This is an optimization exercise on Yosys and OpenROAD, whose aim is a short achievable clock period and few clock cycles, not a production implementation. RTL that was checked went through simulation tests only; none was proved equivalent to the original.

==> inputs of run a <==
Design cvb, start of the top module:
module cvb (
    input  wire        clk,
    input  wire        rst,           
    input  wire        host_wr,
    input  wire [2:0]  host_waddr,
    input  wire [15:0] host_wdata,
    input  wire [2:0]  host_raddr,
    output wire [15:0] host_rdata,
    output wire        busy,
    output wire [2:0]  outcome,
    output wire        mem_en,
    output wire        mem_we,
    output wire [15:0] mem_addr,
    output wire [7:0]  mem_wdata,
    input  wire [7:0]  mem_rdata,
    output wire        poll_en,
    output wire [1:0]  poll_sel,      
    input  wire        poll_ans,
    output wire        put_en,
    output wire [7:0]  put_data,
    output wire        get_en,
    input  wire [7:0]  get_data,
    output wire        chs_valid,
    output wire [7:0]  chs_data,
    input  wire        chs_ready,
    input  wire        chs_err,
    input  wire        chr_valid,
    input  wire [7:0]  chr_data,
    input  wire        chr_err,
    output wire        chr_ready
);
==> flow/config.mk <==
export PLATFORM = sky130hd
export DESIGN_NAME = cvb
export DESIGN_NICKNAME = cvb
export VERILOG_FILES = /design/flow/design.v
export SDC_FILE = /design/flow/constraint.sdc
export NUM_CORES = 4
export LEC_CHECK = 0
export CAP_MARGIN = 20
export CORE_MARGIN = 2
export CORE_UTILIZATION = 60
export PLACE_DENSITY = 0.7
export SETUP_SLACK_MARGIN = 3.0
export SLEW_MARGIN = 20
export SYNTH_HIERARCHICAL = 1
export SYNTH_MINIMUM_KEEP_SIZE = 0
==> flow/constraint.sdc <==
create_clock -name core_clock -period 6.0 [get_ports {clk}]
set_input_delay 1.2000 -clock core_clock [delete_from_list [all_inputs] [get_ports {clk}]]
set_output_delay 1.2000 -clock core_clock [all_outputs]
set_load 0.01 [all_outputs]
run.sh (not shown) runs the stock make flow with config.mk's settings and CLKGATE_MAP_FILE= SYNTH_SCRIPT=/design/flow/synth_recipe.tcl, a recipe that flattens the netlist after the stock synthesis.
==> run b: changes against run a <==
--- a/flow/design.v
+++ b/flow/design.v
@@ -71,15 +71,14 @@
     reg [4:0]  scnt;              
     reg [7:0]  rb;                
     reg        rbv, rbpar, apar;
     reg [15:0] sum;
     reg [7:0]  b30;
     reg        qne;               
     reg [7:0]  qd;
-    reg [15:0] qaddr;
     reg        pfin;              
     reg [2:0]  pcode;
     reg [15:0] oaddr;             
     reg [15:0] oleft;             
     reg        rk_nb, rk_first, rk_last;    
     reg        dk_nb, dk_first, dk_last;    
     reg [15:0] daddr;             
@@ -120,35 +119,33 @@
         .host_wr(host_wr), .host_waddr(host_waddr), .opc(host_wdata[7:0]), .busy(busy_r),
         .ok(ptr_nz), .r(cv_r), .q(chs_valid)
     );
     cvb_o_op4 u_chr_ready (
         .host_wr(host_wr), .host_waddr(host_waddr), .opc(host_wdata[7:0]), .busy(busy_r),
         .ok(ptr_nz), .r(chr_ready_r), .q(chr_ready)
     );
-    wire [6:1] rsel;
-    cvb_rddec u_rddec (.a(host_raddr), .s(rsel));
-    cvb_rdbit u_rd0 (.s(rsel), .d1(status[0]), .d2(ptr[0]), .d3(len[0]), .d4(fill[0]), .d5(limit[0]), .d6(res[0]), .q(host_rdata[0]));
-    cvb_rdbit u_rd1 (.s(rsel), .d1(status[1]), .d2(ptr[1]), .d3(len[1]), .d4(fill[1]), .d5(limit[1]), .d6(res[1]), .q(host_rdata[1]));
-    cvb_rdbit u_rd2 (.s(rsel), .d1(status[2]), .d2(ptr[2]), .d3(len[2]), .d4(fill[2]), .d5(limit[2]), .d6(res[2]), .q(host_rdata[2]));
-    cvb_rdbit u_rd3 (.s(rsel), .d1(1'b0), .d2(ptr[3]), .d3(len[3]), .d4(fill[3]), .d5(limit[3]), .d6(res[3]), .q(host_rdata[3]));
-    cvb_rdbit u_rd4 (.s(rsel), .d1(1'b0), .d2(ptr[4]), .d3(len[4]), .d4(fill[4]), .d5(limit[4]), .d6(res[4]), .q(host_rdata[4]));
-    cvb_rdbit u_rd5 (.s(rsel), .d1(1'b0), .d2(ptr[5]), .d3(len[5]), .d4(fill[5]), .d5(limit[5]), .d6(res[5]), .q(host_rdata[5]));
-    cvb_rdbit u_rd6 (.s(rsel), .d1(1'b0), .d2(ptr[6]), .d3(len[6]), .d4(fill[6]), .d5(limit[6]), .d6(res[6]), .q(host_rdata[6]));
-    cvb_rdbit u_rd7 (.s(rsel), .d1(1'b0), .d2(ptr[7]), .d3(len[7]), .d4(fill[7]), .d5(limit[7]), .d6(res[7]), .q(host_rdata[7]));
-    cvb_rdbit u_rd8 (.s(rsel), .d1(1'b0), .d2(ptr[8]), .d3(len[8]), .d4(1'b0), .d5(1'b0), .d6(res[8]), .q(host_rdata[8]));
-    cvb_rdbit u_rd9 (.s(rsel), .d1(1'b0), .d2(ptr[9]), .d3(len[9]), .d4(1'b0), .d5(1'b0), .d6(res[9]), .q(host_rdata[9]));
-    cvb_rdbit u_rd10 (.s(rsel), .d1(1'b0), .d2(ptr[10]), .d3(len[10]), .d4(1'b0), .d5(1'b0), .d6(res[10]), .q(host_rdata[10]));
-    cvb_rdbit u_rd11 (.s(rsel), .d1(1'b0), .d2(ptr[11]), .d3(len[11]), .d4(1'b0), .d5(1'b0), .d6(res[11]), .q(host_rdata[11]));
-    cvb_rdbit u_rd12 (.s(rsel), .d1(1'b0), .d2(ptr[12]), .d3(len[12]), .d4(1'b0), .d5(1'b0), .d6(res[12]), .q(host_rdata[12]));
-    cvb_rdbit u_rd13 (.s(rsel), .d1(1'b0), .d2(ptr[13]), .d3(len[13]), .d4(1'b0), .d5(1'b0), .d6(res[13]), .q(host_rdata[13]));
-    cvb_rdbit u_rd14 (.s(rsel), .d1(1'b0), .d2(ptr[14]), .d3(len[14]), .d4(1'b0), .d5(1'b0), .d6(res[14]), .q(host_rdata[14]));
-    cvb_rdbit u_rd15 (.s(rsel), .d1(1'b0), .d2(ptr[15]), .d3(len[15]), .d4(1'b0), .d5(1'b0), .d6(res[15]), .q(host_rdata[15]));
+    cvb_rdbit u_rd0  (.a(host_raddr), .d1(status[0]), .d2(ptr[0]),  .d3(len[0]),  .d4(fill[0]), .d5(limit[0]), .d6(res[0]),  .q(host_rdata[0]));
+    cvb_rdbit u_rd1  (.a(host_raddr), .d1(status[1]), .d2(ptr[1]),  .d3(len[1]),  .d4(fill[1]), .d5(limit[1]), .d6(res[1]),  .q(host_rdata[1]));
+    cvb_rdbit u_rd2  (.a(host_raddr), .d1(status[2]), .d2(ptr[2]),  .d3(len[2]),  .d4(fill[2]), .d5(limit[2]), .d6(res[2]),  .q(host_rdata[2]));
+    cvb_rdbit u_rd3  (.a(host_raddr), .d1(1'b0),      .d2(ptr[3]),  .d3(len[3]),  .d4(fill[3]), .d5(limit[3]), .d6(res[3]),  .q(host_rdata[3]));
+    cvb_rdbit u_rd4  (.a(host_raddr), .d1(1'b0),      .d2(ptr[4]),  .d3(len[4]),  .d4(fill[4]), .d5(limit[4]), .d6(res[4]),  .q(host_rdata[4]));
+    cvb_rdbit u_rd5  (.a(host_raddr), .d1(1'b0),      .d2(ptr[5]),  .d3(len[5]),  .d4(fill[5]), .d5(limit[5]), .d6(res[5]),  .q(host_rdata[5]));
+    cvb_rdbit u_rd6  (.a(host_raddr), .d1(1'b0),      .d2(ptr[6]),  .d3(len[6]),  .d4(fill[6]), .d5(limit[6]), .d6(res[6]),  .q(host_rdata[6]));
+    cvb_rdbit u_rd7  (.a(host_raddr), .d1(1'b0),      .d2(ptr[7]),  .d3(len[7]),  .d4(fill[7]), .d5(limit[7]), .d6(res[7]),  .q(host_rdata[7]));
+    cvb_rdbit u_rd8  (.a(host_raddr), .d1(1'b0),      .d2(ptr[8]),  .d3(len[8]),  .d4(1'b0),    .d5(1'b0),     .d6(res[8]),  .q(host_rdata[8]));
+    cvb_rdbit u_rd9  (.a(host_raddr), .d1(1'b0),      .d2(ptr[9]),  .d3(len[9]),  .d4(1'b0),    .d5(1'b0),     .d6(res[9]),  .q(host_rdata[9]));
+    cvb_rdbit u_rd10 (.a(host_raddr), .d1(1'b0),      .d2(ptr[10]), .d3(len[10]), .d4(1'b0),    .d5(1'b0),     .d6(res[10]), .q(host_rdata[10]));
+    cvb_rdbit u_rd11 (.a(host_raddr), .d1(1'b0),      .d2(ptr[11]), .d3(len[11]), .d4(1'b0),    .d5(1'b0),     .d6(res[11]), .q(host_rdata[11]));
+    cvb_rdbit u_rd12 (.a(host_raddr), .d1(1'b0),      .d2(ptr[12]), .d3(len[12]), .d4(1'b0),    .d5(1'b0),     .d6(res[12]), .q(host_rdata[12]));
+    cvb_rdbit u_rd13 (.a(host_raddr), .d1(1'b0),      .d2(ptr[13]), .d3(len[13]), .d4(1'b0),    .d5(1'b0),     .d6(res[13]), .q(host_rdata[13]));
+    cvb_rdbit u_rd14 (.a(host_raddr), .d1(1'b0),      .d2(ptr[14]), .d3(len[14]), .d4(1'b0),    .d5(1'b0),     .d6(res[14]), .q(host_rdata[14]));
+    cvb_rdbit u_rd15 (.a(host_raddr), .d1(1'b0),      .d2(ptr[15]), .d3(len[15]), .d4(1'b0),    .d5(1'b0),     .d6(res[15]), .q(host_rdata[15]));
     assign busy      = busy_r;
     assign outcome   = status;
-    assign mem_addr  = busy_r ? ((m_dec & qne) ? qaddr : maddr) : ptr;
+    assign mem_addr  = busy_r ? maddr : ptr;
     assign mem_wdata = m_wtr ? get_data : (m_dec ? (qne ? qd : chr_data) : wreg);
     assign poll_sel  = poll_sel_r & {2{busy_r}};
     assign put_data  = (rdp & m_wr) ? mem_rdata : (m_wr ? pbuf : fill);
     assign get_en    = get_en_r;
     assign chs_data  = bsel ? mem_rdata : q0;    
     wire        hw_ok   = host_wr & idle_r;
     wire [15:0] ptr_n   = (hw_ok && host_waddr == 3'd2) ? host_wdata : ptr;
@@ -238,15 +235,15 @@
             if (hw_ok && host_waddr == 3'd4) fill <= host_wdata[7:0];
             if (idle_r) begin
                 left       <= len;
                 rem        <= opb[1] ? limit : limit - 8'd1;
                 sub        <= {1'b0, opb[1] | poll_ans};
                 poll_sel_r <= opb[1] ? 2'd2 : 2'd0;
                 maddr      <= (opb[0] & (opb[1] | opb[2])) ? ptr + 16'd2 :
-                              ((opb[0] & ~opb[1] & ~opb[2]) | (opb[2] & ~opb[0] & chr_valid)) ? ptr + 16'd1 :
+                              (opb[0] & ~opb[1] & ~opb[2]) ? ptr + 16'd1 :
                               ptr;
                 rdp        <= opb[0] & ~opb[1];
                 q1         <= 8'h40;
                 rp         <= ptr + 16'd3;
                 rleft      <= 5'd27;
                 rleft_nz   <= 1'b1;
                 occ        <= chs_ready ? 3'd2 : 3'd3;
@@ -258,15 +255,14 @@
                 sum        <= opb[2] ? 16'd0 : 16'h4020;
                 scnt       <= {4'd0, opb[2] ? chr_valid : chs_ready};
                 rb         <= chr_data;
                 rbpar      <= 1'b0;
                 rbv        <= opb[2] & chr_valid;
                 qne        <= chr_valid;
                 qd         <= chr_data;
-                qaddr      <= ptr;
                 pfin       <= 1'b0;
                 dk_nb      <= 1'b0;
                 dk_first   <= 1'b1;
                 dk_last    <= 1'b0;
                 daddr      <= ptr;
                 dp1        <= ptr + 16'd1;
                 dm1        <= ptr - 16'd1;
@@ -460,23 +456,20 @@
             end
             if (m_dec) begin
                 rbv <= 1'b0;
                 if (pfin) begin
                     fin = 1'b1; fcode = pcode;
                 end else begin
                     qne <= qne & chr_valid & ~chr_err;
-                    if (qne) begin
-                        qd    <= chr_data;
-                        qaddr <= maddr;
-                    end
+                    if (qne) qd <= chr_data;
+                    if (qne | (chr_valid & ~chr_err)) maddr <= maddr + 16'd1;
                     if (chr_valid) begin
                         if (chr_err) begin
                             fin = 1'b1; fcode = O_CHERR;
                         end else begin
-                            maddr <= maddr + 16'd1;
                             scnt  <= scnt + 5'd1;
                             rb    <= chr_data;
                             rbv   <= (scnt < 5'd30);
                             rbpar <= scnt[0];
                             if (scnt == 5'd30) b30 <= chr_data;
                             if (scnt == 5'd31) begin
                                 if (qne) begin
@@ -598,25 +591,24 @@
     input  wire [2:0] host_waddr,
     input  wire [7:0] opc,
     input  wire       busy, ok, r,
     output wire       q
 );
     assign q = r | (host_wr & (host_waddr == 3'd0) & ~busy & (opc == 8'h03) & ok);
 endmodule
-module cvb_rddec (
-    input  wire [2:0] a,
-    output wire [6:1] s
-);
-    assign s[1] = (a == 3'd1);
-    assign s[2] = (a == 3'd2);
-    assign s[3] = (a == 3'd3);
-    assign s[4] = (a == 3'd4);
-    assign s[5] = (a == 3'd5);
-    assign s[6] = (a == 3'd6);
-endmodule
 module cvb_rdbit (
-    input  wire [6:1] s,
+    input  wire [2:0] a,
     input  wire       d1, d2, d3, d4, d5, d6,
-    output wire       q
+    output reg        q
 );
-    assign q = (s[1] & d1) | (s[2] & d2) | (s[3] & d3) | (s[4] & d4) | (s[5] & d5) | (s[6] & d6);
+    always @(*) begin
+        case (a)
+            3'd1:    q = d1;
+            3'd2:    q = d2;
+            3'd3:    q = d3;
+            3'd4:    q = d4;
+            3'd5:    q = d5;
+            3'd6:    q = d6;
+            default: q = 1'b0;
+        endcase
+    end
 endmodule
- SETUP_SLACK_MARGIN: 3.0 -> 3.4
==> run c: changes against run a <==
--- a/flow/design.v
+++ b/flow/design.v
@@ -55,16 +55,14 @@
     reg [1:0]  poll_sel_r;
     reg [7:0]  rem;               
     reg [15:0] left;              
     reg        rdp;               
     reg [7:0]  pbuf;              
     reg [7:0]  q0, q1, q2, q3, q4;  
     reg [2:0]  qn;
-    reg        cv_r;              
-    reg        bsel;              
     reg [15:0] rp;                
     reg [4:0]  rleft;             
     reg        rleft_nz;
     reg [2:0]  occ;               
     reg [1:0]  trl_push;
     reg [2:0]  wn;                
     reg [15:0] wa, wb;            
@@ -114,15 +112,15 @@
     );
     cvb_o_op2 u_put_en (
         .host_wr(host_wr), .host_waddr(host_waddr), .opc(host_wdata[7:0]), .busy(busy_r),
         .ok(ok_wtr), .r(put_en_r), .q(put_en)
     );
     cvb_o_op3 u_chs_valid (
         .host_wr(host_wr), .host_waddr(host_waddr), .opc(host_wdata[7:0]), .busy(busy_r),
-        .ok(ptr_nz), .r(cv_r), .q(chs_valid)
+        .ok(ptr_nz), .r((qn != 3'd0) | (m_enc & rdp)), .q(chs_valid)
     );
     cvb_o_op4 u_chr_ready (
         .host_wr(host_wr), .host_waddr(host_waddr), .opc(host_wdata[7:0]), .busy(busy_r),
         .ok(ptr_nz), .r(chr_ready_r), .q(chr_ready)
     );
     wire [6:1] rsel;
     cvb_rddec u_rddec (.a(host_raddr), .s(rsel));
@@ -145,15 +143,15 @@
     assign busy      = busy_r;
     assign outcome   = status;
     assign mem_addr  = busy_r ? ((m_dec & qne) ? qaddr : maddr) : ptr;
     assign mem_wdata = m_wtr ? get_data : (m_dec ? (qne ? qd : chr_data) : wreg);
     assign poll_sel  = poll_sel_r & {2{busy_r}};
     assign put_data  = (rdp & m_wr) ? mem_rdata : (m_wr ? pbuf : fill);
     assign get_en    = get_en_r;
-    assign chs_data  = bsel ? mem_rdata : q0;    
+    assign chs_data  = (m_enc & (qn == 3'd0)) ? mem_rdata : q0;    
     wire        hw_ok   = host_wr & idle_r;
     wire [15:0] ptr_n   = (hw_ok && host_waddr == 3'd2) ? host_wdata : ptr;
     wire [15:0] len_n   = (hw_ok && host_waddr == 3'd3) ? host_wdata : len;
     wire [7:0]  lim_n   = (hw_ok && host_waddr == 3'd5) ? host_wdata[7:0] : limit;
     wire        lastp   = (rem == 8'd1);
     wire        lastb   = (left == 16'd1);
     wire        rd_now   = mem_en_r & ~mem_we_r;
@@ -203,16 +201,14 @@
             sub  <= 2'd0;
             mem_en_r <= 1'b0; mem_we_r <= 1'b0;
             poll_en_r <= 1'b0; put_en_r <= 1'b0; get_en_r <= 1'b0; chr_ready_r <= 1'b0;
             poll_sel_r <= 2'd0;
             q0   <= 8'h20;
             rdp  <= 1'b0;
             qn   <= 3'd0;
-            cv_r <= 1'b0;
-            bsel <= 1'b0;
             rbv  <= 1'b0;
             hv   <= 1'b0;
             rk_nb <= 1'b0;
             dk_nb <= 1'b0;
         end else begin
             rdp      <= rd_now;
             dk_nb    <= rk_nb;
@@ -289,16 +285,14 @@
                 mem_we_r    <= 1'b0;
                 poll_en_r   <= (st_wr & ~poll_ans & lim_gt1) | (st_wtr & lim_nz);
                 put_en_r    <= st_wr & poll_ans;
                 get_en_r    <= 1'b0;
                 chr_ready_r <= st_dec & ~(chr_valid & chr_err);
                 q0          <= (st_enc & chs_ready) ? 8'h40 : 8'h20;
                 qn          <= st_enc ? (chs_ready ? 3'd1 : 3'd2) : 3'd0;
-                cv_r        <= st_enc;
-                bsel        <= 1'b0;
                 if (cmd_wr) begin
                     if (host_wdata[7:3] != 5'd0 || opb == 3'd0 || opb[2:1] == 2'b11) begin
                         status <= O_ILLEGAL;
                     end else if (op1) begin
                         if (!(ptr_nz && len_nz)) begin
                             status <= O_INVAL;
                         end else if (!lim_nz || (!poll_ans && !lim_gt1)) begin
@@ -421,16 +415,14 @@
                         3'd1: q1 <= pushd;
                         3'd2: q2 <= pushd;
                         3'd3: q3 <= pushd;
                         default: q4 <= pushd;
                     endcase
                 end
                 qn <= qn_next;
-                cv_r <= (qn_next != 3'd0) | rd_now;
-                bsel <= (qn_next == 3'd0);
                 occ <= occ - {2'd0, xfer} + {2'd0, push_t} + {2'd0, rd_ok};
                 if (push_t) trl_push <= trl_push[0] ? 2'b10 : 2'b00;
                 rbv   <= rdp;
                 rb    <= mem_rdata;
                 rbpar <= apar;
                 if (rdp) apar <= ~apar;
                 if (rd_ok) begin
@@ -542,16 +534,14 @@
                 mem_en_r    <= 1'b0;
                 mem_we_r    <= 1'b0;
                 poll_en_r   <= 1'b0;
                 put_en_r    <= 1'b0;
                 get_en_r    <= 1'b0;
                 chr_ready_r <= 1'b0;
                 qn          <= 3'd0;
-                cv_r        <= 1'b0;
-                bsel        <= 1'b0;
                 q0          <= 8'h20;
                 hv          <= 1'b0;
                 rk_nb       <= 1'b0;
             end
         end
     end
 endmodule
==> run summary <==
In run c the final cell count is smaller than in run b, by 4.3%. Of run c and run b, run c has the higher die area (gap 0.53%, measured against run b). The lowest register-to-register slack belongs to run b, the highest to run a. Between run c and run b, the lower hold slack is in run b (gap 0.0017 ns). Between run c and run b, the lower wire length is in run c (gap 17%, measured against run b). Area after synthesis: run b < run c < run a. In run c the core utilization is lower than in run b, by 9.4 points. Via count: run c is lower than run b (11%).
Testbench counts of run b, summed over its fixed seeds: cycles 34,524.
No functional check of the RTL was part of run a and run c.

==> separate check: timing with driven ports <==
Ports are ideal in the flow. The routed layouts listed here were re-timed in OpenROAD. Step 1, drivers: a clkbuf_16 drives clk and a buf_2 each remaining input, both assumed. Step 2 moves the port delays by t, midway between the first and last clock arrival at a register: inputs arrive t later, outputs are due t later. That takes back most of the time a late clock gives input paths. a / b / c = no drivers / after step 1 / after step 2; a / b = the first two.
| run | shift t [ns] | setup WS [ns] | hold WS [ns] | latest minus earliest clock arrival (ns) |
|---|---|---|---|---|
| run a | 0.679 | 2.588 / 2.533 / 2.227 | 0.451 / 0.451 / 0.451 | 0.018 / 0.018 |
| run b | 0.689 | 2.496 / 2.238 / 2.173 | 0.452 / 0.452 / 0.452 | 0.021 / 0.022 |
| run c | 0.680 | 2.487 / 2.438 / 2.351 | 0.453 / 0.453 / 0.453 | 0.034 / 0.033 |
After both steps setup and hold are still met in every run listed. The setup slack of run a, which loses most, moves by -0.055 ns with the drivers and by -0.361 ns with both steps.
